Source: an optimization exercise on an open RTL-to-GDS flow (aim: small area, a short achievable clock period and few clock cycles). Production flows keep margins and buffers that such runs may drop.
In this exercise RTL edits were held to simulation tests only and were not proved equivalent to the original.
Power is estimated from default activity; no workload was simulated.

## vm_core
module vm_core (
    input  wire        clk,
    input  wire        rst,
    input  wire [15:0] code_len,
    input  wire [16:0] pool_len,
    output wire [15:0] imem_addr,
    input  wire [63:0] imem_data,
    output wire [15:0] cp_index,
    input  wire [1:0]  cp_kind,
    input  wire [63:0] cp_value,
    input  wire [15:0] cp_window,
    input  wire [15:0] cp_nret,
    output reg         emit_valid,
    output reg         emit_ret,
    output reg  [1:0]  emit_tag,
    output reg  [63:0] emit_data,
    output reg         halted,
    output reg  [2:0]  res_kind,
    output reg  [15:0] res_ip,
    output reg  [2:0]  res_depth
);
For scale: ~19000 cells after synthesis, ~2300 flip-flops, about 320 I/O pins.
==> flow/config.mk <==
export PLATFORM = sky130hd
export DESIGN_NAME = vm_core
export DESIGN_NICKNAME = vm_core
export VERILOG_FILES = /design/flow/design.v
export SDC_FILE = /design/flow/constraint.sdc
export NUM_CORES = 8
export LEC_CHECK = 0
export CAP_MARGIN = 30
export CORE_MARGIN = 2
export CORE_UTILIZATION = 34
export PLACE_DENSITY = 0.5
export SLEW_MARGIN = 30
==> flow/constraint.sdc <==
create_clock -name core_clock -period 28.0 [get_ports {clk}]
set_input_delay 5.6000 -clock core_clock [delete_from_list [all_inputs] [get_ports {clk}]]
set_output_delay 5.6000 -clock core_clock [all_outputs]
set_load 0.01 [all_outputs]
standard.sh (not shown) runs the stock make flow with config.mk's settings and CLKGATE_MAP_FILE= SYNTH_SCRIPT=/design/flow/synth_recipe.tcl, a recipe that flattens the netlist after the stock synthesis.
==> flow/flow/run.sh <==
#!/bin/bash
set -euo pipefail
bash standard.sh synth > synth.log 2>&1
bash standard.sh SETUP_SLACK_MARGIN=21 \
    "CTS_ARGS=-sink_clustering_enable -repair_clock_nets -dont_use_dummy_load -buf_list {sky130_fd_sc_hd__clkbuf_4 sky130_fd_sc_hd__clkbuf_8}" \
    finish > layout.log 2>&1
Testbench counts at the start, summed over its fixed seeds: cycles 95,993.
Edit:
Settings changed: CAP_MARGIN 30 to 40, SLEW_MARGIN 30 to 40.
- The changed run completed without violations
- synthesized cell count is unchanged
- setup slack gains 0.011 ns
- non-clock buffer count grows by 5
- cell count barely changes
- maximum frequency hardly moves
- total power grows slightly
- register-to-register slack gains 0.04 ns
Edit:
==> flow/flow/run.sh (replaced) <==
#!/bin/bash
set -euo pipefail
bash standard.sh synth > synth.log 2>&1
bash standard.sh SETUP_SLACK_MARGIN=21.3 \
    "CTS_ARGS=-sink_clustering_enable -repair_clock_nets -dont_use_dummy_load -buf_list {sky130_fd_sc_hd__clkbuf_4 sky130_fd_sc_hd__clkbuf_8}" \
    finish > layout.log 2>&1
Global-route usage fell by 0.69 points.
Clock skew goes down by 0.066 ns.
Count of clock-buffer cells in the layout is higher by 3.
Edit:
==> flow/flow/run.sh (replaced) <==
#!/bin/bash
set -euo pipefail
bash standard.sh synth > synth.log 2>&1
bash standard.sh SETUP_SLACK_MARGIN=21 \
    "CTS_ARGS=-sink_clustering_enable -repair_clock_nets -dont_use_dummy_load" \
    finish > layout.log 2>&1
Settings changed: CORE_UTILIZATION 34 to 30, PLACE_DENSITY 0.5 to 0.45.
- The changed run produced a clean layout
- total power went up by 0.37%
- worst hold slack gains 0.038 ns
- wire length increases by 2.8%
- design area fell by 1.3%
- non-clock buffer count decreases by 157
- cell count climbs by 2.1%
- via count fell by 1.8%
- clock power rises by 19%
- fmax hardly moves
- synthesized cell count is unchanged
Edit:
==> flow/flow/run.sh (replaced) <==
#!/bin/bash
set -euo pipefail
bash standard.sh synth > synth.log 2>&1
bash standard.sh SETUP_SLACK_MARGIN=21 \
    "CTS_ARGS=-sink_clustering_enable -repair_clock_nets -dont_use_dummy_load -buf_list {sky130_fd_sc_hd__clkbuf_2 sky130_fd_sc_hd__clkbuf_4}" \
    finish > layout.log 2>&1
Settings changed: CORE_UTILIZATION 30 to 34, PLACE_DENSITY 0.45 to 0.5.
- The changed run finished clean
- worst hold slack loses 0.032 ns
- setup slack loses 0.52 ns
- cell area is lower by 0.79%
- cell count is lower by 1.6%
- first-iteration DRC count is higher by 1.0%
- clock power is lower by 23%
- synthesized area does not change

-- port drivers added, routing unchanged --
The results above use ideal ports. As a check the final layouts listed here were re-extracted and re-timed, cells and wires unchanged.
Step 1 assumes that a clkbuf_16 drives the clock port and a buf_2 every other input.
Step 2 moves the port delays by t, midway between the first and last clock arrival at a register: inputs arrive t later, outputs are due t later. That takes back most of the time a late clock gives input paths.
Slacks: ideal ports / drivers / drivers and shift; pairs: ideal ports / drivers.
| run | t, ns | slack for setup (ns) | worst setup path after step 2 |
|---|---|---|---|
| the first run | 1.273 | 20.541 / 20.409 / 19.646 | input to register |
| the second run | 1.296 | 20.552 / 20.426 / 19.720 | input to register |
| the third run | 1.280 | 20.614 / 20.489 / 20.038 | input to register |
| the fourth run | 1.098 | 20.636 / 20.636 / 19.932 | input to register |
| the fifth run | 1.773 | 20.112 / 19.982 / 19.201 | input to register |
After both steps setup and hold are still met in every run listed. For the fifth run, which loses most, drivers alone change the setup slack by -0.130 ns; drivers and shift together by -0.911 ns.
